What follows belongs to an exercise in optimizing a design on an open flow for small area; a production flow would make more cautious choices. Only simulation tests tie the RTL to the original design; equivalence was not proved. No activity file was given, so power comes from the tool's default toggle rates.

`flow/design.v`:
```
module drv_side (
    input  wire       clk,
    input  wire       rst,
    input  wire       wr,         
    input  wire [7:0] nd,         
    input  wire       off,        
    output wire [11:0] cmp,
    output wire [1:0]  dir,
    output wire [7:0]  duty,
    output wire        nzd,       
    output wire        neg,       
    output wire        ten        
);
    reg [7:0] m;      
    reg [1:0] q;
    wire nz = |nd;
    always @(posedge clk) begin
        if (wr && nz)
            m <= nd;
    end
    always @(posedge clk) begin
        if (rst)
            q <= 2'b00;
        else if (wr)
            q <= nz ? 2'b11 : {1'b0, |q};
        else if (off)
            q[0] <= q[0] & ~q[1];
    end
    wire       s = m[7];
    wire [6:0] w = m[6:0] ^ {7{~s}};
    wire [6:0] v = w + 7'd100 + {6'd0, ~s};    
    assign nzd  = q[1];
    assign neg  = s;
    assign ten  = ~m[5];
    assign duty = q[1] ? m : 8'd0;
    assign dir  = (q == 2'b11) ? {~s, s} : 2'b00;
    assign cmp  = (q == 2'b00) ? 12'd3199 : {v, 5'd0};
endmodule
module yunqi_io (
    input  wire        clk,
    input  wire        rst,
    input  wire        op_valid,
    input  wire [3:0]  op,
    input  wire [7:0]  op_arg,
    input  wire        echo,
    output wire [11:0] cmp_l,
    output wire [11:0] cmp_r,
    output wire [1:0]  dir_l,
    output wire [1:0]  dir_r,
    output wire signed [7:0] duty_l,
    output wire signed [7:0] duty_r,
    output reg         motor_en,
    output reg         refused,
    output reg         msg_valid,
    output wire [2:0]  msg_id,
    output wire        trig,
    output reg         echo_rdy,
    output reg         dist_valid,
    output wire [19:0] dist_bcd,
    output wire [1:0]  dist_tier
);
    localparam OP_SETL = 4'd0;
    localparam OP_SETR = 4'd1;
    localparam OP_CMD  = 4'd2;
    localparam OP_ON   = 4'd3;
    localparam OP_OFF  = 4'd4;
    localparam OP_TRIG = 4'd5;
    wire op_setl = op_valid && op == OP_SETL;
    wire op_setr = op_valid && op == OP_SETR;
    wire op_cmd  = op_valid && op == OP_CMD;
    wire op_on   = op_valid && op == OP_ON;
    wire op_off  = op_valid && op == OP_OFF;
    wire op_trig = op_valid && op == OP_TRIG;
    wire signed [7:0] arg_s = op_arg;
    wire arg_ok = (arg_s >= -8'sd100) && (arg_s <= 8'sd100);
    reg        c_wr;
    reg [7:0]  c_l, c_r;
    reg [2:0]  c_msg;
    always @(*) begin
        c_wr = 1'b1;
        c_l  = 8'd0;
        c_r  = 8'd0;
        case (op_arg)
            8'h46: begin c_l =  8'd50; c_r =  8'd50; c_msg = 3'd0; end
            8'h42: begin c_l = -8'd50; c_r = -8'd50; c_msg = 3'd1; end
            8'h4C: begin c_l =  8'd10; c_r =  8'd50; c_msg = 3'd2; end
            8'h52: begin c_l =  8'd50; c_r =  8'd10; c_msg = 3'd3; end
            8'h41: begin c_l = -8'd50; c_r =  8'd50; c_msg = 3'd4; end
            8'h43: begin c_l =  8'd50; c_r = -8'd50; c_msg = 3'd5; end
            8'h53: begin c_l =  8'd0;  c_r =  8'd0;  c_msg = 3'd6; end
            default: begin c_wr = 1'b0; c_msg = 3'd7; end
        endcase
    end
    wire       wr_l = (op_setl && arg_ok) || (op_cmd && c_wr);
    wire       wr_r = (op_setr && arg_ok) || (op_cmd && c_wr);
    wire [7:0] nd_l = op_cmd ? c_l : op_arg;
    wire [7:0] nd_r = op_cmd ? c_r : op_arg;
    wire nzd_l, neg_l, ten_l, nzd_r, neg_r, ten_r;
    drv_side u_l (.clk(clk), .rst(rst), .wr(wr_l), .nd(nd_l), .off(op_off),
                  .cmp(cmp_l), .dir(dir_l), .duty(duty_l),
                  .nzd(nzd_l), .neg(neg_l), .ten(ten_l));
    drv_side u_r (.clk(clk), .rst(rst), .wr(wr_r), .nd(nd_r), .off(op_off),
                  .cmp(cmp_r), .dir(dir_r), .duty(duty_r),
                  .nzd(nzd_r), .neg(neg_r), .ten(ten_r));
    reg  msg_unk;
    wire tl = ~neg_l & ten_l;
    wire tr = ~neg_r & ten_r;
    assign msg_id[2] = msg_unk | ~nzd_l | (neg_l ^ neg_r);
    assign msg_id[1] = msg_unk | ~nzd_l | tl | tr;
    assign msg_id[0] = msg_unk | (nzd_l & (neg_r | tr));
    always @(posedge clk) begin
        msg_unk <= !c_wr;
        if (rst) begin
            motor_en  <= 1'b0;
            refused   <= 1'b0;
            msg_valid <= 1'b0;
        end else begin
            msg_valid <= op_cmd;
            if ((op_setl || op_setr) && !arg_ok)
                refused <= 1'b1;
            if (op_on)
                motor_en <= 1'b1;
            if (op_off)
                motor_en <= 1'b0;
        end
    end
    reg [3:0] trig_cnt;
    always @(posedge clk) begin
        if (rst)
            trig_cnt <= 4'd0;
        else if (op_trig)
            trig_cnt <= 4'd1;
        else if (trig_cnt == 4'd12)
            trig_cnt <= 4'd0;
        else if (trig_cnt != 4'd0)
            trig_cnt <= trig_cnt + 4'd1;
    end
    assign trig = (trig_cnt >= 4'd3);
    reg        echo_q;
    reg [3:0]  d0, d1, d2, d3;
    reg        d4;
    reg [1:0]  a;
    reg [9:0]  b;
    reg        f1, f2;
    wire       ov  = b >= 10'd196;           
    wire [9:0] bn  = ov ? b - 10'd196 : b + 10'd429;
    wire       cy  = ov && a == 2'd3;
    wire       h   = a[1];
    wire c0 = cy && d0 == 4'd9;
    wire c1 = c0 && d1 == 4'd9;
    wire c2 = c1 && d2 == 4'd9;
    wire c3 = c2 && d3 == 4'd9;
    wire wrap = d4 && d3[0] && d2[1] && d1[2] && d0[2] && d0[1] && a[0];
    wire det1 = d2[1] && h;             
    wire det2 = d2[1] && d2[0] && h;    
    wire t1 = f1 || det1;
    wire t2 = f2 || det2;
    wire load = !echo_q || wrap;
    always @(posedge clk) begin
        if (load) begin
            d0 <= 4'd0; d1 <= 4'd0; d2 <= 4'd0; d3 <= 4'd0; d4 <= 1'b0;
            a  <= 2'd2;
            b  <= 10'd0;
            f1 <= 1'b0;
            f2 <= 1'b0;
        end else begin
            a  <= a + {1'b0, ov};
            b  <= bn;
            d0 <= cy ? (d0 == 4'd9 ? 4'd0 : d0 + 4'd1) : d0;
            d1 <= c0 ? (d1 == 4'd9 ? 4'd0 : d1 + 4'd1) : d1;
            d2 <= c1 ? (d2 == 4'd9 ? 4'd0 : d2 + 4'd1) : d2;
            d3 <= c2 ? (d3 == 4'd9 ? 4'd0 : d3 + 4'd1) : d3;
            d4 <= d4 ^ c3;
            f1 <= t1;
            f2 <= t2;
        end
    end
    wire fall = !echo && echo_q;
    always @(posedge clk) begin
        if (rst) begin
            echo_q     <= 1'b0;
            echo_rdy   <= 1'b0;
            dist_valid <= 1'b0;
        end else begin
            echo_q     <= echo;
            dist_valid <= fall;
            if (fall)
                echo_rdy <= 1'b1;
            else if (op_trig)
                echo_rdy <= 1'b0;
        end
    end
    assign dist_bcd  = {3'd0, d4, d3, d2, d1, d0};
    assign dist_tier = {t2, t1 && !t2};
endmodule
```
`flow/flow/run.sh`:
```
#!/bin/bash
# The standard layout, with these changes:
#  - synthesis maps the logic with an area-oriented ABC script (flow/synth.tcl,
#    flow/area.abc); registers are mapped exactly as in the standard synthesis;
#  - port buffers use the smallest buffer cell;
#  - clock tree synthesis uses clkbuf_4 and inserts no dummy loads;
#  - one tie cell per constant value instead of one per load.
set -euo pipefail
here=$(pwd)
bash standard.sh "SYNTH_SCRIPT=$here/flow/synth.tcl" \
  "BUFFER_PORTS_ARGS=-buffer_cell sky130_fd_sc_hd__buf_1" \
  "CTS_ARGS=-sink_clustering_enable -repair_clock_nets -dont_use_dummy_load -buf_list sky130_fd_sc_hd__clkbuf_4" \
  SKIP_REPAIR_TIE_FANOUT=1 \
  finish > flow_make.log 2>&1
```
`flow/flow/area.abc`:
```
strash
&get -n
&deepsyn -I 4 -J 50 -T 120
&put
dch -f
amap
```
`flow/flow/synth.tcl`:
```
# The standard synthesis (synth_recipe.tcl), with ORFS's full-adder
# extraction turned off and ABC run with an area-oriented script.
set ::area_abc [file join [file dirname [file normalize [info script]]] area.abc]
proc synth {args} { yosys synth -nofsm -noshare {*}$args }
proc abc {args} {
  set i [lsearch -exact $args -script]
  if { $i >= 0 } { lset args [expr {$i + 1}] $::area_abc }
  yosys abc {*}$args
}
set ::env(ADDER_MAP_FILE) ""
source $::env(SCRIPTS_DIR)/synth.tcl
# left out here: clear keep_hierarchy, flatten, clean up, hide names made inside functions, write 1_2_yosys.v
```
`flow/standard.sh`:
```
#!/bin/bash
# synth_recipe.tcl (not shown) runs the flow's synth.tcl, then flattens the netlist and writes it again
# the make line also repeats each setting of config.mk as NAME=value (left out here)
make -C /OpenROAD-flow-scripts/flow DESIGN_CONFIG=/design/flow/config.mk WORK_HOME=/design/flow/orfs CLKGATE_MAP_FILE= SYNTH_SCRIPT=/design/flow/synth_recipe.tcl "${@:-finish}"
```
`flow/config.mk`:
```
export PLATFORM = sky130hd
export DESIGN_NAME = yunqi_io
export DESIGN_NICKNAME = yunqi_io
export VERILOG_FILES = /design/flow/design.v
export SDC_FILE = /design/flow/constraint.sdc
export NUM_CORES = 4
export LEC_CHECK = 0
export CAP_MARGIN = 20
export CORE_MARGIN = 2
export CORE_UTILIZATION = 50
export SLEW_MARGIN = 20
```
`flow/constraint.sdc`:
```
create_clock -name core_clock -period 40.0 [get_ports {clk}]
set_input_delay 8.0000 -clock core_clock [delete_from_list [all_inputs] [get_ports {clk}]]
set_output_delay 8.0000 -clock core_clock [all_outputs]
set_load 0.01 [all_outputs]
```
==> results of run 1 <==
## worst reg2reg max path: cells and delay by family, from the launching register on
kind	cells	cell delay [ns]
simple gates	15	2.49
compound gates	3	0.49
flops	1	0.34
buf+inv	2	0.31
## synthesized netlist by cell type, types with 2 or more instances
library cell	instances	area, um^2
nor2b_1	9	56.3
o21ai_0	36	180
o22ai_1	9	56.3
nor2_1	98	368
a2111oi_0	2	17.5
dfxtp_1	46	921
a21oi_1	20	100
clkinv_1	51	191
a22oi_1	2	15.0
nor3_1	24	120
a211oi_1	8	60.1
o21a_1	2	15.0
nand2_1	25	93.8
edfxtp_1	16	480
buf_4	13	97.6
or3_1	8	50.1
a31oi_1	3	18.8
a311o_1	2	20.0
nand2b_1	3	18.8
and3_1	2	12.5
or2_0	2	12.5
## cell usage in the layout, fill, tap and decap left out, types with 2 or more instances in the layout
master     netlist  layout
a2111oi_0        2       2
a211oi_1         8       8
a21oi_1         20      20
a22oi_1          2       2
a311o_1          2       2
a31oi_1          3       3
and3_1           2       2
buf_1            1      87
clkbuf_4         0       9
clkinv_1        51      51
dfxtp_1         46      46
edfxtp_1        16      16
nand2_1         25      25
nand2b_1         3       3
nor2_1          98      98
nor2b_1          9       9
nor3_1          24      24
o21a_1           2       2
o21ai_0         36      36
o22ai_1          9       9
or2_0            2       2
or3_1            8       8
## cells by family (layout without fill, tap and decap cells)
kind of cell | after synthesis | count (layout) | synth area share, %
AND/OR/NAND/NOR | 174 | 174 | 25.1
AO/OA/AOI/OAI | 92 | 92 | 18.3
buffers and inverters | 65 | 148 | 9.76
flip-flops | 62 | 62 | 46.7
other | 1 | 1 | 0.125
## final cells by class
class | instances | share of cell area (%)
tap | 75 | 2.76
sequential | 62 | 41.2
inverter | 51 | 5.63
multi-input combinational | 267 | 38.6
timing repair buffer | 88 | 9.82
clock buffer | 9 | 1.99
## sequential cells by signal, summed over array words and instances, names as in the netlist, 2 cells and up
register  cells
a             2
b            10
d0            4
d1            4
d2            4
d3            4
trig_cnt      4
u_l.m         8
u_l.q         2
u_r.m         8
u_r.q         2
## path summary, 6_finish.rpt
path              depth (start not counted)  slack [ns]   endpoint     start
setup reg to reg                         20       36.27         d4      b[2]
setup / recovery                         11       29.16  cmp_r[11]  u_r.m[7]
hold / removal                            1        0.46   echo_rdy  echo_rdy
hold reg to reg                           1        0.46   echo_rdy  echo_rdy
## routing by layer
metal / global-route usage [%] / vias to the layer above
met5: 0 / -
met1: 20.2 / 1261
li1: - / 1496
met2: 34.8 / 75
met3: 4.18 / 13
met4: 12.9 / 0
## metrics by stage
step	power (uW)	area [um^2]	util [%]	hold slack, ns	std cells
2_1_floorplan	80.6	3000	-	0.421	394
3_3_place_gp	83.9	3330	57.0	0.441	543
3_5_place_dp	84.1	3330	57.0	0.444	543
4_1_cts	113	3400	58.1	0.466	552
5_1_grt	117	3400	58.1	0.487	552
6_report	112	3400	58.1	0.462	552
## report_power, final
group          total, uW  internal, uW  switching [uW]
combinational       15.5          5.27            10.2
sequential          67.1          66.0            1.09
clock               29.0          10.4            18.6
total                112          81.7            29.9
==> impl_metrics.json, run 1 <==
{
  "outcome": "no timing/DRC/antenna violations",
  "synth.avg_cell_area_um2": 7.61,
  "cts_buffers": 9,
  "dp.final_hpwl_um": 4900,
  "power_density_nw_per_um2": 32.8,
  "drt-met1-wl_um": 2760,
  "drv_slew": 0,
  "antenna_found_initial": 0,
  "ys_seq_area_share_pct": 46.7,
  "cts_root_buffer": "clkbuf_4",
  "clk_pin_slew_ns": 0.09,
  "multiInputGateArea_um2": 1310,
  "ios": 91,
  "critical-path-slowest-cell": "edfxtp_1",
  "wire_per_inst_um": 11.7,
  "first_pass_iters": 5,
  "setup_viol": 0,
  "vias": 2845,
  "syn-num-nets": 410,
  "grt_max_degree": 27,
  "fin_crit_ns": 10.84,
  "final_hold_viol_count": 0,
  "die_h_um": 81.5,
  "nets": 495,
  "diodes": 0,
  "wl_met3_um": 286,
  "cpPeakStageDelay_ns": 0.51,
  "max_cap_viol_count": 0,
  "setup_slack_ns": 29.16,
  "fillers": 589,
  "gr-total-overflow": 0,
  "synthCells": 394,
  "vdd_ir_drop_max_mv": 0.0224,
  "initial_core_util_pct": 51.3,
  "hp-class": "reg2reg",
  "htreeDepth": 3,
  "cp-start-kind": "flip-flop",
  "cts_hold_buf": 0,
  "final.setup.tns_ns": 0,
  "highest_layer": "met4",
  "grt_setup_unrepaired": "no",
  "synth_edf_count": 16,
  "skew_ns": 0.0200,
  "cp_common_cell": "o21ai_0",
  "ant_nets": 0,
  "slew_headroom_pct": 48.4,
  "placement.io_buffers": 87,
  "crit_buf_inv": 2,
  "worstPathCellList": "clkinv_1 -> a31oi_1 -> nor2_1 -> o21ai_0 -> nor2_1 -> o21ai_0 -> nor2b_1 -> o22ai_1 -> a21oi_1 -> o21ai_0 -> buf_1",
  "clkSinkCount": 62,
  "yosys_register_bits": 62,
  "final_layout_size_suffix_gt1_share_pct": 2.31,
  "dr_wl_met2_um": 3250,
  "crit_type": "reg2out",
  "p_leak_uw": 0.00115,
  "ys_warn_count": 2,
  "cts_setup_buffers": 0,
  "grt_pass1_wl_um": 9630,
  "via_per_inst": 5.15,
  "synthFlopType": "dfxtp_1",
  "globalplace.congestion": 0.975,
  "cp_max_fo": 8,
  "pre_cts_slack_ns": 28.87,
  "cp.arrival_ns": 2.84,
  "track_usage_pct": 19.4,
  "cp-end-kind": "output pin",
  "num_rows": 28,
  "worstMarginPinSlew_ns": 0.773,
  "netlist_area_um2": 3000,
  "final-seq-area_um2": 1400,
  "cts_tree": "done",
  "area_growth_pct": 13.4,
  "clk_latency_ns": 0.39,
  "core_um2": 5850,
  "cts_buffer_depth": 2,
  "die_area_um2": 6630,
  "async_reset_ff_share_pct": 0,
  "fin_crit_sh_pct": 27.1,
  "max_freq_mhz": 92.2,
  "grt_pass1_vias": 2286,
  "required_ns": 32.00,
  "die_x_um": 81.5,
  "cp_top_family": "compound AO/OA/AOI/OAI gates",
  "cts-resized-gates": 0,
  "synth_cell_type_count": 34,
  "wl_um": 6440,
  "drtIter0Drc": 137,
  "remaining_drc_errors": 0
}
==> run 2: changes to the inputs <==
--- a/flow/design.v
+++ b/flow/design.v
@@ -125,16 +125,16 @@
         end
     end
-    reg [3:0] trig_cnt;
+    reg [3:0] trig_st;
     always @(posedge clk) begin
         if (rst)
-            trig_cnt <= 4'd0;
+            trig_st <= 4'd0;
         else if (op_trig)
-            trig_cnt <= 4'd1;
-        else if (trig_cnt == 4'd12)
-            trig_cnt <= 4'd0;
-        else if (trig_cnt != 4'd0)
-            trig_cnt <= trig_cnt + 4'd1;
+            trig_st <= 4'd1;
+        else if (trig_st == 4'd9)
+            trig_st <= 4'd0;
+        else
+            trig_st <= {trig_st[2:0], trig_st[3] ^ trig_st[0]};
     end
-    assign trig = (trig_cnt >= 4'd3);
+    assign trig = trig_st[3] | trig_st[2];
     reg        echo_q;
     reg [3:0]  d0, d1, d2, d3;
@@ -142,5 +142,4 @@
     reg [1:0]  a;
     reg [9:0]  b;
-    reg        f1, f2;
     wire       ov  = b >= 10'd196;           
     wire [9:0] bn  = ov ? b - 10'd196 : b + 10'd429;
@@ -152,8 +151,8 @@
     wire c3 = c2 && d3 == 4'd9;
     wire wrap = d4 && d3[0] && d2[1] && d1[2] && d0[2] && d0[1] && a[0];
-    wire det1 = d2[1] && h;             
-    wire det2 = d2[1] && d2[0] && h;    
-    wire t1 = f1 || det1;
-    wire t2 = f2 || det2;
+    wire hi3 = d4 || d3 != 4'd0;
+    wire lo0 = d1 == 4'd0 && d0 == 4'd0 && !h;
+    wire t1  = hi3 || d2 > 4'd2 || (d2 == 4'd2 && !lo0);
+    wire t2  = hi3 || d2 > 4'd3 || (d2 == 4'd3 && !lo0);
     wire load = !echo_q || wrap;
     always @(posedge clk) begin
@@ -162,6 +161,4 @@
             a  <= 2'd2;
             b  <= 10'd0;
-            f1 <= 1'b0;
-            f2 <= 1'b0;
         end else begin
             a  <= a + {1'b0, ov};
@@ -172,6 +169,4 @@
             d3 <= c2 ? (d3 == 4'd9 ? 4'd0 : d3 + 4'd1) : d3;
             d4 <= d4 ^ c3;
-            f1 <= t1;
-            f2 <= t2;
         end
     end
==> run 2 against run 1 <==
Clock power down 2%. First-iteration DRC count is 29% lower. Critical endpoint is now u_r.q[1]. Die area shrank 1.2%. Still clean on timing, DRC and antenna. Hold slack got worse by 0.019 ns. Area after synthesis decreased by 1.3%. Count of clock-buffer cells in the layout is the same. Core utilization fell by 0.32 points. Non-clock buffer count unchanged. Clock skew down 0.00054 ns. Flip-flop and latch count fell by 2. Routed wire length up 1.9%. Power decreased by 6.3%.
==> impl_metrics.json, run 2 <==
{
  "outcome": "no timing/DRC/antenna violations",
  "cts_hold_buf": 0,
  "mostFrequentLayoutCells": "nor2_1 (87), buf_1 (87), clkinv_1 (62)",
  "setup_viol": 0,
  "via_per_inst": 5.15,
  "final.setup.tns_ns": 0,
  "regToRegSetupSlack_ns": 36.74,
  "final_hold_viol_count": 0,
  "whs_path_depth": 2,
  "core_um2": 5820,
  "slew_headroom_pct": 50.0,
  "synthCells": 389,
  "gr-total-overflow": 0,
  "synthFlopType": "dfxtp_1",
  "wire_per_inst_um": 12.0,
  "grt_pass1_wl_um": 10500,
  "synth_common_cells": "nor2_1 (87), clkinv_1 (62), dfxtp_1 (44), o21ai_0 (33), nor3_1 (23)",
  "ant_nets": 0,
  "die_area_um2": 6550,
  "max_cap_viol_count": 0,
  "worstMarginPinSlew_ns": 0.749,
  "cts_root_buffer": "clkbuf_4",
  "wl_um": 6560,
  "largest_register": "b",
  "cts_setup_buffers": 0,
  "remaining_drc_errors": 0,
  "min-delay-start": "trig_st[2]",
  "synth_edf_count": 16,
  "grt_setup_unrepaired": "no",
  "critical-path-slowest-cell": "nor4_1",
  "grt_pass1_vias": 2411,
  "netlist_area_um2": 2960,
  "final_area_um2": 3360,
  "synth.avg_cell_area_um2": 7.61,
  "nets": 490,
  "syn-num-nets": 405,
  "ys_warn_count": 2,
  "skew_ns": 0.0195,
  "cts-resized-gates": 0,
  "clkSinkCount": 60,
  "post-synth-top-area-cell": "dfxtp_1",
  "track_usage_pct": 20.9,
  "first_pass_iters": 4,
  "placement.io_buffers": 87,
  "fin_crit_ns": 10.80,
  "yosys_register_bits": 60,
  "cpPeakStageDelay_ns": 0.40,
  "required_ns": 40.24,
  "vias": 2819,
  "num_rows": 28,
  "vdd_ir_drop_max_mv": 0.0196,
  "clk_pin_slew_ns": 0.08,
  "drtIter0Drc": 97,
  "rr_worst_depth": 16,
  "cts_tree": "done",
  "synth_top_area_share_pct": 29.8,
  "drv_slew": 0,
  "r2r_start": "b[4]",
  "synth_most_common_cell": "nor2_1",
  "largest_reg_flops": 10,
  "cts_buffers": 9,
  "cp-end-kind": "flip-flop",
  "cp_top_family": "simple AND/OR/NAND/NOR gates",
  "power_density_nw_per_um2": 31.1,
  "cp-start-kind": "input pin",
  "path_depth": 17,
  "die_h_um": 80.9,
  "worstPathCellList": "buf_1 -> clkinv_1 -> nor2_1 -> o32ai_1 -> nor4_1 -> nand2_1 -> a21oi_1 -> o21ai_0 -> o21ai_0 -> or3_1 -> or2_0 -> o21ai_0 -> or3_1 -> nor3_1 -> nor2b_1 -> nor2_1 -> nor2_1",
  "cp_max_fo": 10,
  "ys_seq_area_share_pct": 46.0,
  "crit_buf_inv": 2,
  "initial_core_util_pct": 50.9,
  "p_leak_uw": 0.00109,
  "hold_path_end": "trig_st[3]",
  "top_regs": "b (10), u_l.m (8), u_r.m (8)",
  "diodes": 0,
  "async_reset_ff_share_pct": 0,
  "max_freq_mhz": 92.6,
  "area_growth_pct": 13.6,
  "grt_max_degree": 24,
  "hp-class": "reg2reg",
  "placed_cell_area_um2": 3290,
  "cts_buffer_depth": 2,
  "ios": 91,
  "final_layout_size_suffix_gt1_share_pct": 2.33,
  "clk_latency_ns": 0.39,
  "holdWs_ns": 0.442,
  "globalplace.congestion": 0.895,
  "dp.final_hpwl_um": 5120,
  "antenna_found_initial": 0,
  "die_x_um": 80.9,
  "crit_type": "in2reg",
  "fin_crit_sh_pct": 27.0,
  "synthTopCellsByArea": "dfxtp_1 (30%), edfxtp_1 (16%), nor2_1 (11%)",
  "synth_cell_type_count": 34,
  "fillers": 585,
  "htreeDepth": 3,
  "timing.rr.end": "d3[3]",
  "cp.arrival_ns": 11.05
}
## run 2: cell count changes in the layout (fill, tap and decap cells not counted), moves of 4 or more
cell | previous run | this run
clkinv_1 | 51 | 62
nor2_1 | 98 | 87
a21oi_1 | 20 | 16
nand2_1 | 25 | 21
nand3_1 | 0 | 4
## run 2: through the flow
stage | utilization (%) | cells | setup WS (ns) | power, uW
after global routing | 57.8 | 547 | 28.78 | 110
after floorplan | - | 389 | 29.46 | 74.6
after CTS | 57.8 | 547 | 29.25 | 106
after global placement | 56.6 | 538 | 28.99 | 77.4
final | 57.8 | 547 | 29.20 | 105
after detailed placement | 56.6 | 538 | 28.84 | 77.6
## run 2: worst register-to-register path, cell delays in order, from the launching register on
cell and delay [ns]:
dfxtp_1 0.38, nor2_1 0.06, a21oi_1 0.20, or2_0 0.16
nor2_1 0.10, nor2_1 0.18, nand2_1 0.12, nor2_1 0.18
nand2_1 0.13, nor2_1 0.21, nand4_1 0.19, nor2b_1 0.26
nand2_1 0.14, nor2_1 0.24, and3_1 0.25, nor2_1 0.05
a2111oi_0 0.29
## run 2: cell type report
cell class	count	area, um^2	area share, %
timing repair buffer	88	334	9.94
clock buffer	9	67.6	2.01
tap	75	93.8	2.79
inverter	62	233	6.92
sequential	60	1360	40.5
multi-input combinational	253	1270	37.8
## run 2: how the worst max path moves through the flow
stage	start	end	slack, ns
detailed placement	op_arg[2]	u_l.q[0]	28.84
floorplan	op[3]	u_l.m[0]	29.46
finish	op_arg[2]	u_r.q[1]	29.20
CTS	op_arg[2]	u_r.q[0]	29.25
global placement	op[0]	u_l.m[0]	28.99
global route	op_arg[6]	u_l.q[0]	28.78
## run 2: kinds of logic (layout without fill, tap and decap cells)
family	Yosys count	after routing	share of synthesized area, %
AO/OA/AOI/OAI	84	84	17.3
flip-flops	60	60	46.0
buffers and inverters	76	159	11.3
other	1	1	0.127
AND/OR/NAND/NOR	168	168	25.3
## run 2: power breakdown
group	switching (uW)	internal (uW)
registers	0.937	63.8
logic	7.65	3.75
clock network	17.9	10.4
## run 2: metal layers
layer | vias to the layer above | part of all wire (%) | wire [um] | GRT usage (%)
li1 | 1486 | - | - | -
met1 | 1247 | 48 | 3180 | 28.1
met2 | 80 | 44 | 2870 | 32.4
met3 | 6 | 6.7 | 441 | 6.67
met4 | 0 | 1.1 | 70 | 6.10
met5 | - | 0 | 0 | 0
==> run 3: changes to the inputs <==
--- a/flow/design.v
+++ b/flow/design.v
@@ -3,4 +3,5 @@
     input  wire       rst,
     input  wire       wr,         
+    input  wire       nz,         
     input  wire [7:0] nd,         
     input  wire       off,        
@@ -14,5 +15,4 @@
     reg [7:0] m;      
     reg [1:0] q;
-    wire nz = |nd;
     always @(posedge clk) begin
         if (wr && nz)
@@ -21,13 +21,12 @@
     always @(posedge clk) begin
         if (rst)
-            q <= 2'b00;
-        else if (wr)
-            q <= nz ? 2'b11 : {1'b0, |q};
-        else if (off)
-            q[0] <= q[0] & ~q[1];
+            q <= 2'b01;
+        else if (wr && nz)
+            q <= 2'b11;
+        else if ((wr && !nz) || off)
+            q <= {1'b0, q[0] & ~q[1]} | {q[1] & ~wr, 1'b0};
     end
     wire       s = m[7];
-    wire [6:0] w = m[6:0] ^ {7{~s}};
-    wire [6:0] v = w + 7'd100 + {6'd0, ~s};    
+    wire [6:0] v = s ? m[6:0] + 7'd100 : 7'd100 - m[6:0];    
     assign nzd  = q[1];
     assign neg  = s;
@@ -35,5 +34,5 @@
     assign duty = q[1] ? m : 8'd0;
     assign dir  = (q == 2'b11) ? {~s, s} : 2'b00;
-    assign cmp  = (q == 2'b00) ? 12'd3199 : {v, 5'd0};
+    assign cmp  = (q == 2'b01) ? 12'd3199 : {v, 5'd0};
 endmodule
 module yunqi_io (
@@ -75,30 +74,36 @@
     wire arg_ok = (arg_s >= -8'sd100) && (arg_s <= 8'sd100);
     reg        c_wr;
-    reg [7:0]  c_l, c_r;
     reg [2:0]  c_msg;
     always @(*) begin
         c_wr = 1'b1;
-        c_l  = 8'd0;
-        c_r  = 8'd0;
         case (op_arg)
-            8'h46: begin c_l =  8'd50; c_r =  8'd50; c_msg = 3'd0; end
-            8'h42: begin c_l = -8'd50; c_r = -8'd50; c_msg = 3'd1; end
-            8'h4C: begin c_l =  8'd10; c_r =  8'd50; c_msg = 3'd2; end
-            8'h52: begin c_l =  8'd50; c_r =  8'd10; c_msg = 3'd3; end
-            8'h41: begin c_l = -8'd50; c_r =  8'd50; c_msg = 3'd4; end
-            8'h43: begin c_l =  8'd50; c_r = -8'd50; c_msg = 3'd5; end
-            8'h53: begin c_l =  8'd0;  c_r =  8'd0;  c_msg = 3'd6; end
+            8'h46: c_msg = 3'd0;    
+            8'h42: c_msg = 3'd1;    
+            8'h4C: c_msg = 3'd2;    
+            8'h52: c_msg = 3'd3;    
+            8'h41: c_msg = 3'd4;    
+            8'h43: c_msg = 3'd5;    
+            8'h53: c_msg = 3'd6;    
             default: begin c_wr = 1'b0; c_msg = 3'd7; end
         endcase
     end
+    wire c_s    = op_arg[4] & op_arg[0];                                
+    wire cl_neg = ~op_arg[4] & ~op_arg[2] & (op_arg[1] ^ op_arg[0]);    
+    wire cl_ten = op_arg[3];                                            
+    wire cr_neg = ~op_arg[4] & ~op_arg[2] & op_arg[1];                  
+    wire cr_ten = op_arg[4];                                            
+    wire [7:0] c_l = cl_neg ? -8'd50 : cl_ten ? 8'd10 : 8'd50;
+    wire [7:0] c_r = cr_neg ? -8'd50 : cr_ten ? 8'd10 : 8'd50;
+    wire       arg_nz = op_arg != 8'd0;
     wire       wr_l = (op_setl && arg_ok) || (op_cmd && c_wr);
     wire       wr_r = (op_setr && arg_ok) || (op_cmd && c_wr);
-    wire [7:0] nd_l = op_cmd ? c_l : op_arg;
-    wire [7:0] nd_r = op_cmd ? c_r : op_arg;
+    wire       nz   = op[1] ? ~c_s : arg_nz;
+    wire [7:0] nd_l = op[1] ? c_l : op_arg;
+    wire [7:0] nd_r = op[1] ? c_r : op_arg;
     wire nzd_l, neg_l, ten_l, nzd_r, neg_r, ten_r;
-    drv_side u_l (.clk(clk), .rst(rst), .wr(wr_l), .nd(nd_l), .off(op_off),
+    drv_side u_l (.clk(clk), .rst(rst), .wr(wr_l), .nz(nz), .nd(nd_l), .off(op_off),
                   .cmp(cmp_l), .dir(dir_l), .duty(duty_l),
                   .nzd(nzd_l), .neg(neg_l), .ten(ten_l));
-    drv_side u_r (.clk(clk), .rst(rst), .wr(wr_r), .nd(nd_r), .off(op_off),
+    drv_side u_r (.clk(clk), .rst(rst), .wr(wr_r), .nz(nz), .nd(nd_r), .off(op_off),
                   .cmp(cmp_r), .dir(dir_r), .duty(duty_r),
                   .nzd(nzd_r), .neg(neg_r), .ten(ten_r));
@@ -146,13 +151,24 @@
     wire       cy  = ov && a == 2'd3;
     wire       h   = a[1];
-    wire c0 = cy && d0 == 4'd9;
-    wire c1 = c0 && d1 == 4'd9;
-    wire c2 = c1 && d2 == 4'd9;
-    wire c3 = c2 && d3 == 4'd9;
+    function [3:0] bcd_inc(input [3:0] d, input c);
+        begin
+            bcd_inc[0] = d[0] ^ c;
+            bcd_inc[1] = d[1] ^ (c & d[0] & ~d[3]);
+            bcd_inc[2] = d[2] ^ (c & d[0] & d[1]);
+            bcd_inc[3] = d[3] ^ (c & d[0] & (d[3] | (d[1] & d[2])));
+        end
+    endfunction
+    wire c0 = cy && d0[3] && d0[0];
+    wire c1 = c0 && d1[3] && d1[0];
+    wire c2 = c1 && d2[3] && d2[0];
+    wire c3 = c2 && d3[3] && d3[0];
     wire wrap = d4 && d3[0] && d2[1] && d1[2] && d0[2] && d0[1] && a[0];
     wire hi3 = d4 || d3 != 4'd0;
     wire lo0 = d1 == 4'd0 && d0 == 4'd0 && !h;
-    wire t1  = hi3 || d2 > 4'd2 || (d2 == 4'd2 && !lo0);
-    wire t2  = hi3 || d2 > 4'd3 || (d2 == 4'd3 && !lo0);
+    wire ge4 = d2[3] || d2[2];
+    wire is2 = !d2[2] && d2[1] && !d2[0];
+    wire is3 = !d2[2] && d2[1] && d2[0];
+    wire t1  = hi3 || ge4 || is3 || (is2 && !lo0);
+    wire t2  = hi3 || ge4 || (is3 && !lo0);
     wire load = !echo_q || wrap;
     always @(posedge clk) begin
@@ -164,8 +180,8 @@
             a  <= a + {1'b0, ov};
             b  <= bn;
-            d0 <= cy ? (d0 == 4'd9 ? 4'd0 : d0 + 4'd1) : d0;
-            d1 <= c0 ? (d1 == 4'd9 ? 4'd0 : d1 + 4'd1) : d1;
-            d2 <= c1 ? (d2 == 4'd9 ? 4'd0 : d2 + 4'd1) : d2;
-            d3 <= c2 ? (d3 == 4'd9 ? 4'd0 : d3 + 4'd1) : d3;
+            d0 <= bcd_inc(d0, cy);
+            d1 <= bcd_inc(d1, c0);
+            d2 <= bcd_inc(d2, c1);
+            d3 <= bcd_inc(d3, c2);
             d4 <= d4 ^ c3;
         end
==> run 3 against run 2 <==
Still clean. Power fell by 1.1%. Sequential power barely moved. Routed wire length fell by 4.2%. Worst setup slack improved by 0.14 ns. Cell count fell by 4.6%. Critical endpoint is now cmp_l[11]. Highest routed layer unchanged.
==> impl_metrics.json, run 3 <==
{
  "outcome": "no timing/DRC/antenna violations",
  "cp-start-kind": "flip-flop",
  "drtIter0Drc": 146,
  "layout_commonest_cell": "buf_1",
  "cts_buffers": 9,
  "num_rows": 27,
  "whs_path_depth": 2,
  "synthCells": 366,
  "clk_pin_slew_ns": 0.08,
  "first_pass_iters": 4,
  "remaining_drc_errors": 0,
  "grt_pass1_vias": 2326,
  "max_cap_viol_count": 0,
  "cp.arrival_ns": 2.66,
  "pre_cts_slack_ns": 29.28,
  "mostFrequentLayoutCells": "buf_1 (87), nor2_1 (81), clkinv_1 (52)",
  "diodes": 0,
  "crit_type": "reg2out",
  "top_regs": "b (10), u_l.m (8), u_r.m (8)",
  "grt_setup_unrepaired": "no",
  "drv_slew": 0,
  "fin_crit_ns": 10.66,
  "gr-total-overflow": 0,
  "cp-end-kind": "output pin",
  "ys_warn_count": 2,
  "grt_max_degree": 19,
  "wl_um": 6280,
  "final.setup.tns_ns": 0,
  "initial_core_util_pct": 52.1,
  "power_density_nw_per_um2": 31.3,
  "cts_root_buffer": "clkbuf_4",
  "antenna_found_initial": 0,
  "async_reset_ff_share_pct": 0,
  "post-synth-top-area-cell": "dfxtp_1",
  "wire_per_inst_um": 12.0,
  "via_per_inst": 5.15,
  "p_leak_uw": 0.00106,
  "required_ns": 32.00,
  "nets": 468,
  "ys_seq_area_share_pct": 47.1,
  "clkSinkCount": 60,
  "core_um2": 5540,
  "die_x_um": 80.0,
  "synth.avg_cell_area_um2": 7.89,
  "synthTopCellsByArea": "dfxtp_1 (30%), edfxtp_1 (17%), nor2_1 (11%)",
  "area_growth_pct": 14.3,
  "synth_edf_count": 16,
  "globalplace.congestion": 0.886,
  "synth_most_common_cell": "nor2_1",
  "slew_headroom_pct": 51.1,
  "cpPeakStageDelay_ns": 0.38,
  "fin_crit_sh_pct": 26.7,
  "cts_buffer_depth": 2,
  "track_usage_pct": 21.0,
  "placement.io_buffers": 87,
  "skew_ns": 0.0310,
  "synth_cell_type_count": 34,
  "die_area_um2": 6400,
  "clk_latency_ns": 0.41,
  "htreeDepth": 3,
  "die_h_um": 80.0,
  "setup_viol": 0,
  "ant_nets": 0,
  "largest_register": "b",
  "ios": 91,
  "instances_no_fill": 522,
  "vdd_ir_drop_max_mv": 0.0225,
  "cts_tree": "done",
  "syn-num-nets": 382,
  "worstPathCellList": "clkinv_1 -> a31oi_1 -> nor2b_1 -> o22ai_1 -> nor2_1 -> o21ai_0 -> nor2b_1 -> o22ai_1 -> a21oi_1 -> o21ai_0 -> buf_1",
  "cp_max_fo": 10,
  "synthFlopType": "dfxtp_1",
  "final_layout_size_suffix_gt1_share_pct": 2.44,
  "cts_hold_buf": 0,
  "max_freq_mhz": 93.8,
  "critical-path-slowest-cell": "edfxtp_1",
  "placed_cells": 513,
  "grt_pass1_wl_um": 10400,
  "worstMarginPinSlew_ns": 0.730,
  "cts-resized-gates": 0,
  "yosys_register_bits": 60,
  "synth_common_cells": "nor2_1 (81), clkinv_1 (52), dfxtp_1 (44), nor3_1 (31), o21ai_0 (23)",
  "synth_top_area_share_pct": 30.5,
  "final_hold_viol_count": 0,
  "dp.final_hpwl_um": 4830,
  "vias": 2688,
  "netlist_area_um2": 2890,
  "largest_reg_flops": 10,
  "rr_worst_depth": 18,
  "setup_slack_ns": 29.34,
  "hp-class": "reg2reg",
  "cts_setup_buffers": 0
}
run 3: metal layers:
layer / up-vias / wire (um) / global-route usage, %
li1: 1425 / - / -
met3: 14 / 330 / 4.52
met5: - / 0 / 0
met2: 80 / 2900 / 34.8
met1: 1169 / 2920 / 26.1
met4: 0 / 132 / 9.66
run 3: per-stage QoR:
stage / total power (uW) / hold slack (ns) / area (um^2) / utilization (%)
after CTS: 104 / 0.430 / 3290 / 59.4
after detailed placement: 75.9 / 0.417 / 3220 / 58.2
after floorplan: 72.7 / 0.404 / 2890 / -
final: 103 / 0.427 / 3300 / 59.6
after global placement: 75.7 / 0.413 / 3220 / 58.2
after global routing: 108 / 0.467 / 3300 / 59.6
run 3: path summary, 6_finish.rpt:
check	start	end	slack [ns]
worst max-delay path	u_l.m[7]	cmp_l[11]	29.34
worst min-delay path	trig_st[1]	trig_st[2]	0.43
worst max register to register	b[4]	d4	36.83
worst min register to register	trig_st[1]	trig_st[2]	0.43
run 3: kinds of logic after synthesis:
kind of cell / share of synthesized area, %
simple gates: 25.6
buf+inv: 10.1
other cells: 0.130
flops: 47.1
compound gates: 17.1
run 3: final cells by class:
type                            count  area, um^2
Sequential cell                    60        1360
Inverter                           52         195
Multi-Input combinational cell    241        1250
Fill cell                         534        2240
Timing Repair Buffer               88         334
Clock buffer                        9        67.6
Tap cell                           72        90.1
run 3: critical path, delay by kind of cell (launching register included):
kind	cells	cell delay (ns)
buffers and inverters	2	0.39
AOI/OAI and AO/OA	6	0.97
DFF	1	0.38
and+or+nand+nor	3	0.52
run 3: report_power, final:
part | leakage (uW) | switching, uW | internal, uW | total [uW]
Sequential | 0.000497 | 0.909 | 63.7 | 64.6
Clock | 0.0000414 | 18.4 | 10.4 | 28.8
Combinational | 0.000523 | 6.67 | 3.26 | 9.93
==> run 4: changes to the inputs <==
--- a/flow/config.mk
+++ b/flow/config.mk
@@ -6,6 +6,6 @@
 export NUM_CORES = 4
 export LEC_CHECK = 0
-export CAP_MARGIN = 20
+export CAP_MARGIN = 0
 export CORE_MARGIN = 2
 export CORE_UTILIZATION = 50
-export SLEW_MARGIN = 20
+export SLEW_MARGIN = 0
==> run 4 against run 3 <==
Cell count did not move. Synthesized cell count stayed put. Cell area shrank 0.34%. Non-clock buffer count unchanged. Sequential share of layout area is 0.14 points higher. Count of clock-buffer cells in the layout unchanged. Fmax about the same. Area after synthesis is the same. Via count is 0.11% higher. Power about the same. Critical path type unchanged.
==> impl_metrics.json, run 4 <==
{
  "via_per_inst": 5.16,
  "async_reset_ff_share_pct": 0,
  "core_um2": 5540,
  "grt_max_degree": 19,
  "largest_register": "b",
  "finalPower_uw": 103,
  "net-switching-power_uw": 26.0,
  "cp_common_cell": "o21ai_0",
  "crit_type": "reg2out",
  "crit_start": "u_r.m[7]",
  "required_ns": 32.00,
  "globalplace.congestion": 0.886,
  "final_hold_viol_count": 0,
  "first_pass_iters": 4,
  "clkSinkCount": 60,
  "cp_max_fo": 10,
  "wire_per_inst_um": 12.0,
  "setup_viol": 0,
  "area_growth_pct": 13.9,
  "track_usage_pct": 21.0,
  "antenna_found_initial": 0,
  "ios": 91,
  "synth_common_cells": "nor2_1 (81), clkinv_1 (52), dfxtp_1 (44), nor3_1 (31), o21ai_0 (23)",
  "drtIter0Drc": 145,
  "placed_cell_area_um2": 3220,
  "remaining_drc_errors": 0,
  "cts_buffer_depth": 2,
  "p_int_uw": 77.4,
  "synthTopCellsByArea": "dfxtp_1 (30%), edfxtp_1 (17%), nor2_1 (11%)",
  "yosys_register_bits": 60,
  "vdd_ir_drop_max_mv": 0.0225,
  "die_x_um": 80.0,
  "ant_nets": 0,
  "pwr-share-clk_pct": 27.9,
  "cts-resized-gates": 0,
  "synth_cell_type_count": 34,
  "diodes": 0,
  "worstMarginPinSlew_ns": 1.14,
  "vias": 2691,
  "ys_warn_count": 2,
  "slew_headroom_pct": 22.9,
  "cts_buffers": 9,
  "cts_tree": "done",
  "drv_slew": 0,
  "synth_top_area_share_pct": 30.5,
  "dp.final_hpwl_um": 4830,
  "cp.arrival_ns": 2.66,
  "netlist_area_um2": 2890,
  "die_area_um2": 6400,
  "path_depth": 11,
  "htreeDepth": 3,
  "top_regs": "b (10), u_l.m (8), u_r.m (8)",
  "initial_core_util_pct": 52.1,
  "cts_setup_buffers": 0,
  "pre_cts_slack_ns": 29.28,
  "max_freq_mhz": 93.8,
  "critical-path-slowest-cell": "edfxtp_1",
  "synth.avg_cell_area_um2": 7.89,
  "worstPathCellList": "clkinv_1 -> a31oi_1 -> nor2b_1 -> o22ai_1 -> nor2_1 -> o21ai_0 -> nand2_1 -> o21ai_0 -> a21oi_1 -> o21ai_0 -> buf_1",
  "fin_crit_sh_pct": 26.7,
  "outcome": "no timing/DRC/antenna violations",
  "syn-num-nets": 382,
  "largest_reg_flops": 10,
  "netSwitchingFraction_pct": 25.2,
  "nets": 468,
  "skew_ns": 0.0310,
  "gr-total-overflow": 0,
  "clk_latency_ns": 0.41,
  "cpPeakStageDelay_ns": 0.45,
  "final_layout_size_suffix_gt1_share_pct": 2.44,
  "final.setup.tns_ns": 0,
  "synth_most_common_cell": "nor2_1",
  "placed_cells": 513,
  "synth_edf_count": 16,
  "grt_pass1_vias": 2326,
  "die_h_um": 80.0,
  "cts_hold_buf": 0,
  "instances_no_fill": 522,
  "fillers": 536,
  "critical_path.endpoint": "cmp_r[11]",
  "final_area_um2": 3290,
  "crit_buf_inv": 2,
  "cp-start-kind": "flip-flop",
  "ys_seq_area_share_pct": 47.1,
  "hp-class": "reg2reg",
  "r2r_start": "b[4]",
  "synthCells": 366,
  "seqPwrFrac_pct": 62.5,
  "num_rows": 27,
  "post-synth-top-area-cell": "dfxtp_1",
  "placement.io_buffers": 87,
  "mostFrequentLayoutCells": "buf_1 (87), nor2_1 (81), clkinv_1 (52)",
  "setup_slack_ns": 29.34,
  "power_density_nw_per_um2": 31.4,
  "cts_root_buffer": "clkbuf_4",
  "rr_worst_depth": 18,
  "fin_crit_ns": 10.66,
  "grt_pass1_wl_um": 10400,
  "layout_commonest_cell": "buf_1",
  "timing.rr.end": "d4",
  "cp-end-kind": "output pin",
  "clk_pin_slew_ns": 0.10,
  "grt_setup_unrepaired": "no",
  "combPwrFrac_pct": 9.6,
  "wl_um": 6290,
  "synthFlopType": "dfxtp_1",
  "regToRegSetupSlack_ns": 36.82,
  "cp_top_family": "compound AO/OA/AOI/OAI gates",
  "max_cap_viol_count": 0,
  "p_leak_uw": 0.00105
}
## run 4: cell counts after synthesis
No cell type changed its count.
## run 4: cells by family (layout without fill, tap and decap cells)
family / count (synthesis) / in the layout / share of synthesized area [%]
other cells: 1 / 1 / 0.130
buf+inv: 65 / 149 / 10.1
compound gates: 78 / 78 / 17.1
simple gates: 162 / 162 / 25.6
flops: 60 / 60 / 47.1
## run 4: power by group through the flow
stage	Sequential (uW)	Combinational, uW	Clock, uW
final	64.6	9.89	28.8
after floorplan	65.9	6.82	0
after detailed placement	66.0	9.86	0
after global routing	64.8	11.3	32.0
after global placement	66.0	9.68	0
after CTS	64.6	9.88	29.6
## run 4: area by class of cell
type                       count  area (um^2)  area share [%]
clock buffer                   9         67.6            2.05
inverter                      52          195            5.93
sequential                    60         1360            41.4
multi-input combinational    241         1240            37.8
tap                           72         90.1            2.74
timing repair buffer          88          334            10.2
## run 4: routing by layer
layer,wire length (um),track usage [%],up-vias
li1,-,-,1423
met1,2910,26.1,1176
met2,2920,34.8,78
met3,325,4.52,14
met4,132,9.66,0
met5,0,0,-
## run 4: stage by stage
| stage | util [%] | hold WS, ns |
|---|---|---|
| after global routing | 59.4 | 0.467 |
| after floorplan | - | 0.404 |
| after detailed placement | 58.2 | 0.417 |
| after global placement | 58.2 | 0.413 |
| after CTS | 59.4 | 0.430 |
| final | 59.4 | 0.427 |
## run 4: worst min-delay path by stage
stage | start | endpoint | slack, ns | cells after the start
3_3_place_gp | trig_st[1] | trig_st[2] | 0.41 | 2
3_5_place_dp | trig_st[1] | trig_st[2] | 0.42 | 2
2_1_floorplan | trig_st[1] | trig_st[2] | 0.40 | 2
5_1_grt | trig_st[1] | trig_st[2] | 0.47 | 2
6_report | trig_st[1] | trig_st[2] | 0.43 | 2
4_1_cts | trig_st[1] | trig_st[2] | 0.43 | 2
## run 4: tightest hold or removal path, cell delays in order (launching register included)
cell and delay (ns):
dfxtp_1 0.31, clkinv_1 0.05, nor2_1 0.03
==> run 5: changes to the inputs <==
--- a/flow/config.mk
+++ b/flow/config.mk
@@ -6,6 +6,6 @@
 export NUM_CORES = 4
 export LEC_CHECK = 0
-export CAP_MARGIN = 0
+export CAP_MARGIN = 5
 export CORE_MARGIN = 2
 export CORE_UTILIZATION = 50
-export SLEW_MARGIN = 0
+export SLEW_MARGIN = 5
==> run 5 against run 4 <==
Still clean. Worst setup slack is the same. Area after synthesis unchanged. Routed wire length stayed put. Die area stayed put. Clock skew stayed put. Register-to-register slack barely moved. Via count unchanged. Hold slack did not move. Highest routed layer unchanged.
==> impl_metrics.json, run 5 <==
{
  "placed_cells": 513,
  "gr-total-overflow": 0,
  "final_layout_size_suffix_gt1_share_pct": 2.44,
  "netlist_area_um2": 2890,
  "p_leak_uw": 0.00105,
  "layout_commonest_cell": "buf_1",
  "finalPower_uw": 103,
  "required_ns": 32.00,
  "synth_most_common_cell": "nor2_1",
  "hp-class": "reg2reg",
  "post-synth-top-area-cell": "dfxtp_1",
  "final_hold_viol_count": 0,
  "max_cap_viol_count": 0,
  "cts-resized-gates": 0,
  "synth_edf_count": 16,
  "ys_seq_area_share_pct": 47.1,
  "die_area_um2": 6400,
  "track_usage_pct": 21.0,
  "cp_max_fo": 10,
  "setup_viol": 0,
  "cts_setup_buffers": 0,
  "outcome": "no timing/DRC/antenna violations",
  "die_x_um": 80.0,
  "skew_ns": 0.0310,
  "max_freq_mhz": 93.8,
  "yosys_register_bits": 60,
  "synth_common_cells": "nor2_1 (81), clkinv_1 (52), dfxtp_1 (44), nor3_1 (31), o21ai_0 (23)",
  "wire_per_inst_um": 12.0,
  "top_regs": "b (10), u_l.m (8), u_r.m (8)",
  "dp.final_hpwl_um": 4830,
  "worstMarginPinSlew_ns": 1.14,
  "globalplace.congestion": 0.886,
  "htreeDepth": 3,
  "synth_cell_type_count": 34,
  "cts_root_buffer": "clkbuf_4",
  "clk_latency_ns": 0.41,
  "synthFlopType": "dfxtp_1",
  "vdd_ir_drop_max_mv": 0.0225,
  "area_growth_pct": 13.9,
  "largest_register": "b",
  "final.setup.tns_ns": 0,
  "synthCells": 366,
  "diodes": 0,
  "placement.io_buffers": 87,
  "grt_pass1_vias": 2326,
  "crit_type": "reg2out",
  "cp-end-kind": "output pin",
  "synthTopCellsByArea": "dfxtp_1 (30%), edfxtp_1 (17%), nor2_1 (11%)",
  "fin_crit_ns": 10.66,
  "final_util_pct": 59.4,
  "synth_top_area_share_pct": 30.5,
  "ios": 91,
  "syn-num-nets": 382,
  "clkSinkCount": 60,
  "cts_buffers": 9,
  "ant_nets": 0,
  "cp.arrival_ns": 2.66,
  "clk_pin_slew_ns": 0.10,
  "largest_reg_flops": 10,
  "die_h_um": 80.0,
  "core_um2": 5540,
  "power_density_nw_per_um2": 31.4,
  "wl_um": 6290,
  "synth.avg_cell_area_um2": 7.89,
  "grt_setup_unrepaired": "no",
  "fin_crit_sh_pct": 26.7,
  "async_reset_ff_share_pct": 0,
  "cts_buffer_depth": 2,
  "mostFrequentLayoutCells": "buf_1 (87), nor2_1 (81), clkinv_1 (52)",
  "instances_no_fill": 522,
  "slew_headroom_pct": 22.9,
  "first_pass_iters": 4,
  "drtIter0Drc": 145,
  "grt_max_degree": 19,
  "via_per_inst": 5.16,
  "drv_slew": 0,
  "cts_tree": "done",
  "vias": 2691,
  "cts_hold_buf": 0,
  "remaining_drc_errors": 0,
  "placed_cell_area_um2": 3220,
  "grt_pass1_wl_um": 10400,
  "cp-start-kind": "flip-flop",
  "antenna_found_initial": 0,
  "nets": 468,
  "num_rows": 27,
  "initial_core_util_pct": 52.1,
  "final_area_um2": 3290,
  "ys_warn_count": 2
}
[run 5: final timing paths]
kind	startpoint	endpoint	slack, ns	cells past startpoint
hold reg to reg	trig_st[1]	trig_st[2]	0.43	2
setup / recovery	u_r.m[7]	cmp_r[11]	29.34	11
hold / removal	trig_st[1]	trig_st[2]	0.43	2
setup reg to reg	b[4]	d4	36.82	18
[run 5: kinds of logic (layout without fill, tap and decap cells)]
group	after synthesis	in the layout	synth area share [%]
simple gates	162	162	25.6
compound gates	78	78	17.1
buf+inv	65	149	10.1
flops	60	60	47.1
other cells	1	1	0.130
[run 5: through the flow]
stage,setup slack [ns],hold WS (ns)
floorplan,29.99,0.404
global placement,29.35,0.413
detailed placement,29.28,0.417
CTS,29.36,0.430
global route,28.97,0.467
finish,29.34,0.427
[run 5: power breakdown]
part           internal, uW  switching [uW]  leakage (uW)  total (uW)
logic                  3.21            6.67      0.000515        9.89
registers              63.7           0.897      0.000497        64.6
clock network          10.4            18.4     0.0000414        28.8
total                  77.4            26.0       0.00105         103
[run 5: layer usage]
metal	part of all wire (%)	vias up	routed length, um	track usage [%]
met1	46	1176	2910	26.1
li1	-	1423	-	-
met3	5.2	14	325	4.52
met2	46	78	2920	34.8
met4	2.1	0	132	9.66
met5	0	-	0	0
[run 5: layout make-up]
| type | instances | area [um^2] |
|---|---|---|
| inverters | 52 | 195 |
| flip-flops and latches | 60 | 1360 |
| fillers | 536 | 2250 |
| well taps | 72 | 90.1 |
| multi-input cells | 241 | 1240 |
| clock buffers | 9 | 67.6 |
| repair buffers | 88 | 334 |
[run 5: critical path, cell delays in order, from the launching register on]
cell and delay [ns]:
edfxtp_1 0.45, clkinv_1 0.27, a31oi_1 0.35, nor2b_1 0.23, o22ai_1 0.12, nor2_1 0.13
o21ai_0 0.13, nand2_1 0.11, o21ai_0 0.10, a21oi_1 0.14, o21ai_0 0.09, buf_1 0.14
==> run 6: changes to the inputs <==
--- a/flow/flow/synth.tcl
+++ b/flow/flow/synth.tcl
@@ -9,4 +9,5 @@
 }
 set ::env(ADDER_MAP_FILE) ""
+set ::env(SYNTH_INSBUF) 0
 source $::env(SCRIPTS_DIR)/synth.tcl
 # left out here: clear keep_hierarchy, flatten, clean up, hide names made inside functions, write 1_2_yosys.v
--- a/flow/config.mk
+++ b/flow/config.mk
@@ -9,3 +9,4 @@
 export CORE_MARGIN = 2
 export CORE_UTILIZATION = 50
+export GPL_TIMING_DRIVEN = 0
 export SLEW_MARGIN = 5
==> run 6 against run 5 <==
Sequential power is essentially flat. Clock skew shrank 0.010 ns. Still clean. Count of clock-buffer cells in the layout is the same. Power shrank 0.38%. Global-route usage grew 0.36 points. Core utilization grew 1.4 points.
==> impl_metrics.json, run 6 <==
{
  "outcome": "no timing/DRC/antenna violations",
  "pwr-share-clk_pct": 27.7,
  "setup_viol": 0,
  "netSwitchingFraction_pct": 24.7,
  "dp.final_hpwl_um": 4890,
  "drtIter0Drc": 96,
  "via_per_inst": 5.20,
  "crit_type": "reg2out",
  "slew_headroom_pct": 51.6,
  "skew_ns": 0.0208,
  "grt_setup_unrepaired": "no",
  "wl_um": 6300,
  "die_area_um2": 6200,
  "initial_core_util_pct": 51.3,
  "worstMarginPinSlew_ns": 0.723,
  "instances_no_fill": 524,
  "final_hold_viol_count": 0,
  "diodes": 0,
  "synth_cell_type_count": 33,
  "clkSinkCount": 60,
  "ant_nets": 0,
  "syn-num-nets": 369,
  "htreeDepth": 3,
  "synthFlopType": "dfxtp_1",
  "grt-busiest-layer": "met2",
  "cp-end-kind": "output pin",
  "wire_per_inst_um": 12.0,
  "grt_max_degree": 19,
  "vdd_ir_drop_max_mv": 0.0212,
  "remaining_drc_errors": 0,
  "setup_slack_ns": 29.39,
  "antenna_found_initial": 0,
  "cp-start-kind": "flip-flop",
  "final_util_pct": 60.8,
  "async_reset_ff_share_pct": 0,
  "grt_pass1_vias": 2417,
  "area_growth_pct": 18.4,
  "hp-class": "reg2reg",
  "mostFrequentLayoutCells": "buf_1 (87), nor2_1 (81), clkinv_1 (52)",
  "layout_commonest_cell": "buf_1",
  "die_h_um": 78.7,
  "ios": 91,
  "placement.io_buffers": 87,
  "gr-total-overflow": 0,
  "gr-usage-met3_pct": 4.20,
  "synthTopCellsByArea": "dfxtp_1 (32%), edfxtp_1 (17%), nor2_1 (11%)",
  "seqPwrFrac_pct": 62.8,
  "cts_setup_buffers": 0,
  "fillers": 539,
  "cts_buffer_depth": 2,
  "post-synth-top-area-cell": "dfxtp_1",
  "synth_most_common_cell": "nor2_1",
  "holdWs_ns": 0.449,
  "max_freq_mhz": 94.3,
  "core_um2": 5440,
  "p_leak_uw": 0.00106,
  "cts_root_buffer": "clkbuf_4",
  "synth_common_cells": "nor2_1 (81), clkinv_1 (52), dfxtp_1 (44), nor3_1 (31), o21ai_0 (23)",
  "fin_crit_ns": 10.61,
  "grtUsageMet2_pct": 38.0,
  "power_density_nw_per_um2": 31.1,
  "placed_cells": 515,
  "largest_reg_flops": 10,
  "clk_latency_ns": 0.39,
  "cts_buffers": 9,
  "vias": 2726,
  "grt_pass1_wl_um": 10500,
  "num_rows": 27,
  "nets": 470,
  "multiInputGateArea_um2": 1240,
  "cp_max_fo": 10,
  "net-switching-power_uw": 25.5,
  "track_usage_pct": 21.4,
  "netlist_area_um2": 2790,
  "top_regs": "b (10), u_l.m (8), u_r.m (8)",
  "final-seq-area_um2": 1360,
  "final_layout_size_suffix_gt1_share_pct": 2.88,
  "fin_crit_sh_pct": 26.5,
  "ys_warn_count": 2,
  "synthCells": 353,
  "die_x_um": 78.7,
  "ys_seq_area_share_pct": 48.8,
  "first_pass_iters": 4,
  "cp.arrival_ns": 2.61,
  "synth_top_area_share_pct": 31.6,
  "cts_tree": "done",
  "cts-resized-gates": 0,
  "synth_edf_count": 16,
  "largest_register": "b",
  "drv_slew": 0,
  "met1_usage_pct": 25.1,
  "p_int_uw": 77.5,
  "clk_pin_slew_ns": 0.09,
  "combPwrFrac_pct": 9.6,
  "final.setup.tns_ns": 0,
  "required_ns": 32.00,
  "globalplace.congestion": 0.887,
  "yosys_register_bits": 60,
  "cts_hold_buf": 0,
  "synth.avg_cell_area_um2": 7.91,
  "pre_cts_slack_ns": 29.22,
  "max_cap_viol_count": 0
}
==> run 6: worst max-delay path, cell delays in order, from the launching register on <==
cell and delay, ns:
edfxtp_1 0.44, clkinv_1 0.26, a31oi_1 0.32, nor2b_1 0.21, o22ai_1 0.12, nor2_1 0.14
o21ai_0 0.15, nand2_1 0.12, o21ai_0 0.10, a21oi_1 0.15, o21ai_0 0.09, buf_1 0.13
==> run 6: through the flow <==
stage               instance area [um^2]  total power [uW]
floorplan                           2790              72.2
global placement                    3210              75.5
detailed placement                  3240              75.9
CTS                                 3310               104
global route                        3310               108
finish                              3310               103
==> run 6: routing by layer <==
layer / up-vias / part of all wire (%) / routed length (um)
met3: 12 / 5.1 / 321
met4: 0 / 2.1 / 132
met2: 81 / 48 / 3030
met1: 1204 / 45 / 2810
met5: - / 0 / 0
li1: 1429 / - / -
==> run 6: final timing paths <==
kind	start	endpoint	slack [ns]	cells past startpoint
hold / removal	trig_st[0]	trig_st[1]	0.45	2
hold reg to reg	trig_st[0]	trig_st[1]	0.45	2
setup / recovery	u_r.m[7]	cmp_r[11]	29.39	11
setup reg to reg	b[4]	d4	36.81	18
==> run 6: logic make-up (layout without fill, tap and decap cells) <==
logic type      count (synthesis)  after routing  share of synthesized area [%]
flops                          60             60                           48.8
simple gates                  162            162                           26.4
buf+inv                        52            151                           6.99
compound gates                 78             78                           17.7
other cells                     1              1                          0.134
==> run 6: power by group through the flow <==
stage	clock (uW)	sequential, uW	combinational, uW
floorplan	0	65.9	6.39
global placement	0	66.0	9.51
detailed placement	0	66.0	9.90
CTS	29.4	64.6	9.94
global route	31.6	64.8	11.4
finish	28.5	64.6	9.86
==> run 6: area by class of cell <==
class	instances	share of cell area (%)
Clock buffer	9	2.04
Sequential cell	60	41.2
Inverter	52	5.90
Timing Repair Buffer	90	10.6
Tap cell	72	2.73
Multi-Input combinational cell	241	37.6
==> run 7: changes to the inputs <==
--- a/flow/design.v
+++ b/flow/design.v
@@ -16,5 +16,7 @@
     reg [1:0] q;
     always @(posedge clk) begin
-        if (wr && nz)
+        if (rst)
+            m <= 8'd1;
+        else if (wr && nz)
             m <= nd;
     end
@@ -34,5 +36,5 @@
     assign duty = q[1] ? m : 8'd0;
     assign dir  = (q == 2'b11) ? {~s, s} : 2'b00;
-    assign cmp  = (q == 2'b01) ? 12'd3199 : {v, 5'd0};
+    assign cmp  = {v, {5{q == 2'b01}}};
 endmodule
 module yunqi_io (
--- a/flow/flow/synth.tcl
+++ b/flow/flow/synth.tcl
@@ -9,5 +9,4 @@
 }
 set ::env(ADDER_MAP_FILE) ""
-set ::env(SYNTH_INSBUF) 0
 source $::env(SCRIPTS_DIR)/synth.tcl
 # left out here: clear keep_hierarchy, flatten, clean up, hide names made inside functions, write 1_2_yosys.v
--- a/flow/config.mk
+++ b/flow/config.mk
@@ -9,4 +9,3 @@
 export CORE_MARGIN = 2
 export CORE_UTILIZATION = 50
-export GPL_TIMING_DRIVEN = 0
 export SLEW_MARGIN = 5
==> run 7 against run 6 <==
Hold slack gained 0.0037 ns. Clock skew grew 0.0077 ns. Register-to-register slack lost 0.08 ns. Fmax shrank 1.7%. Worst setup slack lost 0.18 ns. Critical path depth shrank 1. Critical endpoint unchanged. Still clean on timing, DRC and antenna. Highest routed layer unchanged. Cell area shrank 3.4%. Largest power group unchanged. Flip-flop and latch count is the same. Sequential share of layout area shrank 3.6 points.
==> impl_metrics.json, run 7 <==
{
  "outcome": "no timing/DRC/antenna violations",
  "cts-resized-gates": 0,
  "via_per_inst": 5.28,
  "fin_crit_sh_pct": 27.0,
  "net-switching-power_uw": 26.8,
  "cp_max_fo": 9,
  "ys_seq_area_share_pct": 42.8,
  "die_area_um2": 6230,
  "p_int_uw": 74.5,
  "seqPwrFrac_pct": 60.9,
  "clkSinkCount": 60,
  "grt_setup_unrepaired": "no",
  "grt_pass1_vias": 2542,
  "globalplace.congestion": 0.891,
  "final_util_pct": 58.4,
  "combPwrFrac_pct": 9.6,
  "clk_pin_slew_ns": 0.09,
  "worstMarginPinSlew_ns": 0.866,
  "max_freq_mhz": 92.7,
  "die_h_um": 78.9,
  "cts_buffers": 9,
  "synth_most_common_cell": "nor2_1",
  "synth_edf_count": 0,
  "initial_core_util_pct": 51.3,
  "required_ns": 32.00,
  "synth_cell_type_count": 31,
  "synthCells": 391,
  "cts_root_buffer": "clkbuf_4",
  "crit_type": "reg2out",
  "cp_top_family": "compound AO/OA/AOI/OAI gates",
  "core_um2": 5470,
  "netSwitchingFraction_pct": 26.5,
  "num_rows": 27,
  "critical-path-slowest-cell": "dfxtp_1",
  "placed_cells": 536,
  "crit_start": "u_r.m[7]",
  "final.setup.tns_ns": 0,
  "worstPathCellList": "clkinv_1 -> a31oi_1 -> nor2b_1 -> o22ai_1 -> nor2_1 -> o21ai_0 -> nand2_1 -> o21ai_0 -> a21oi_1 -> buf_1",
  "wire_per_inst_um": 12.4,
  "dp.final_hpwl_um": 5280,
  "p_leak_uw": 0.00108,
  "crit_buf_inv": 2,
  "antenna_found_initial": 0,
  "cp.arrival_ns": 2.79,
  "syn-num-nets": 407,
  "grt_pass1_wl_um": 11400,
  "layout_commonest_cell": "nor2_1",
  "power_density_nw_per_um2": 31.7,
  "skew_ns": 0.0285,
  "cts_tree": "done",
  "pwr-share-clk_pct": 29.4,
  "pre_cts_slack_ns": 29.40,
  "hp-class": "reg2reg",
  "ys_warn_count": 2,
  "synthFlopType": "dfxtp_1",
  "remaining_drc_errors": 0,
  "grt_max_degree": 25,
  "slew_headroom_pct": 41.6,
  "track_usage_pct": 23.5,
  "cts_setup_buffers": 0,
  "synthTopCellsByArea": "dfxtp_1 (43%), nor2_1 (12%), clkinv_1 (7.6%)",
  "cp_common_cell": "o21ai_0",
  "synth.avg_cell_area_um2": 7.18,
  "largest_reg_flops": 10,
  "synth_top_area_share_pct": 42.8,
  "top_regs": "b (10), u_l.m (8), u_r.m (8)",
  "r2r_start": "b[3]",
  "final_hold_viol_count": 0,
  "cp-start-kind": "flip-flop",
  "clk_latency_ns": 0.41,
  "setup_slack_ns": 29.21,
  "fin_crit_ns": 10.79,
  "yosys_register_bits": 60,
  "htreeDepth": 3,
  "diodes": 0,
  "ios": 91,
  "vias": 2880,
  "finalPower_uw": 101,
  "cts_buffer_depth": 2,
  "drv_slew": 0,
  "cts_hold_buf": 0,
  "synth_common_cells": "nor2_1 (92), dfxtp_1 (60), clkinv_1 (57), o21ai_0 (30), nor3_1 (28)",
  "mostFrequentLayoutCells": "nor2_1 (92), buf_1 (87), dfxtp_1 (60)",
  "setup_viol": 0,
  "post-synth-top-area-cell": "dfxtp_1",
  "netlist_area_um2": 2810,
  "die_x_um": 78.9,
  "drtIter0Drc": 82,
  "final_layout_size_suffix_gt1_share_pct": 2.33,
  "area_growth_pct": 13.8,
  "largest_register": "b",
  "ant_nets": 0,
  "wl_um": 6770,
  "max_cap_viol_count": 0,
  "instances_no_fill": 545,
  "placement.io_buffers": 87,
  "nets": 491,
  "gr-total-overflow": 0,
  "cp-end-kind": "output pin",
  "async_reset_ff_share_pct": 0,
  "first_pass_iters": 5,
  "cpPeakStageDelay_ns": 0.51,
  "vdd_ir_drop_max_mv": 0.0196,
  "min-delay-start": "trig_st[0]"
}
-- run 7: area by class of cell --
type / instances / area (um^2)
Timing Repair Buffer: 88 / 334
Tap cell: 72 / 90.1
Fill cell: 568 / 2280
Sequential cell: 60 / 1200
Clock buffer: 9 / 67.6
Multi-Input combinational cell: 259 / 1290
Inverter: 57 / 214
-- run 7: path summary, 6_finish.rpt --
path | cells past startpoint | slack [ns] | to
setup / recovery | 10 | 29.21 | cmp_r[11]
hold / removal | 2 | 0.45 | trig_st[1]
setup reg to reg | 17 | 36.73 | b[8]
hold reg to reg | 2 | 0.45 | trig_st[1]
-- run 7: through the flow --
step           hold slack, ns  cell area (um^2)
5_1_grt                 0.484              3190
2_1_floorplan           0.417              2810
3_5_place_dp            0.440              3130
6_report                0.453              3190
3_3_place_gp            0.434              3130
4_1_cts                 0.455              3190
-- run 7: power by group through the flow --
stage | Combinational (uW) | Sequential [uW] | Clock, uW
3_3_place_gp | 9.65 | 63.1 | 0
5_1_grt | 11.2 | 61.9 | 33.1
2_1_floorplan | 6.87 | 63.0 | 0
6_report | 9.74 | 61.7 | 29.8
4_1_cts | 9.74 | 61.7 | 30.2
3_5_place_dp | 9.72 | 63.1 | 0
-- run 7: kinds of logic (layout without fill, tap and decap cells) --
family	count (synthesis)	count (layout)	synth area share [%]
other	1	1	0.134
flip-flops	60	60	42.8
AO/OA/AOI/OAI	91	91	19.7
buffers and inverters	72	154	11.6
AND/OR/NAND/NOR	167	167	25.7
-- run 7: worst register-to-register path: stages, from the launching register on --
cell	delay, ns
dfxtp_1	0.34
nor2_1	0.21
a21oi_1	0.13
or2_0	0.26
nor2_1	0.39
clkinv_1	0.24
nor2b_1	0.22
nand2_1	0.10
clkinv_1	0.08
nor2_1	0.05
clkinv_1	0.06
o32ai_1	0.11
o22ai_1	0.26
nor2_1	0.10
nor2b_1	0.16
nor2_1	0.09
o21ai_0	0.24
o22ai_1	0.12
-- run 7: metal layers --
layer	vias up	global-route usage [%]	routed length, um
met5	-	0	0
met4	0	9.66	113
met3	10	6.82	435
met2	82	40.0	3230
met1	1307	27.7	3000
li1	1481	-	-

## what the ideal ports hide
No port has a modelled driver above. Below, the same layouts with a new extraction and two added sets of constraints.
Step 1, drivers: a clkbuf_16 drives clk and a buf_2 each remaining input, both assumed.
Step 2 moves the port delays by t, midway between the first and last clock arrival at a register: inputs arrive t later, outputs are due t later. That takes back most of the time a late clock gives input paths.
Three values: ideal ports, drivers, drivers and shift; two values: the first two.
run	t (ns)	slack for setup (ns)	hold slack, ns	worst setup path after step 2
run 1	0.404	29.158 / 29.133 / 28.841	0.462 / 0.462 / 0.462	input to register
run 2	0.403	29.196 / 29.195 / 28.792	0.442 / 0.442 / 0.442	input to register
run 3	0.419	29.340 / 29.313 / 29.264	0.427 / 0.427 / 0.427	input to register
run 4	0.420	29.338 / 29.312 / 29.263	0.427 / 0.427 / 0.427	input to register
run 5	0.420	29.338 / 29.312 / 29.263	0.427 / 0.427 / 0.427	input to register
run 6	0.405	29.391 / 29.365 / 29.222	0.449 / 0.449 / 0.449	input to register
run 7	0.424	29.212 / 29.185 / 29.286	0.453 / 0.453 / 0.453	input to register
After both steps every run listed still meets setup and hold. The setup slack of run 2, which loses most, moves by -0.001 ns with the drivers and by -0.404 ns with both steps.
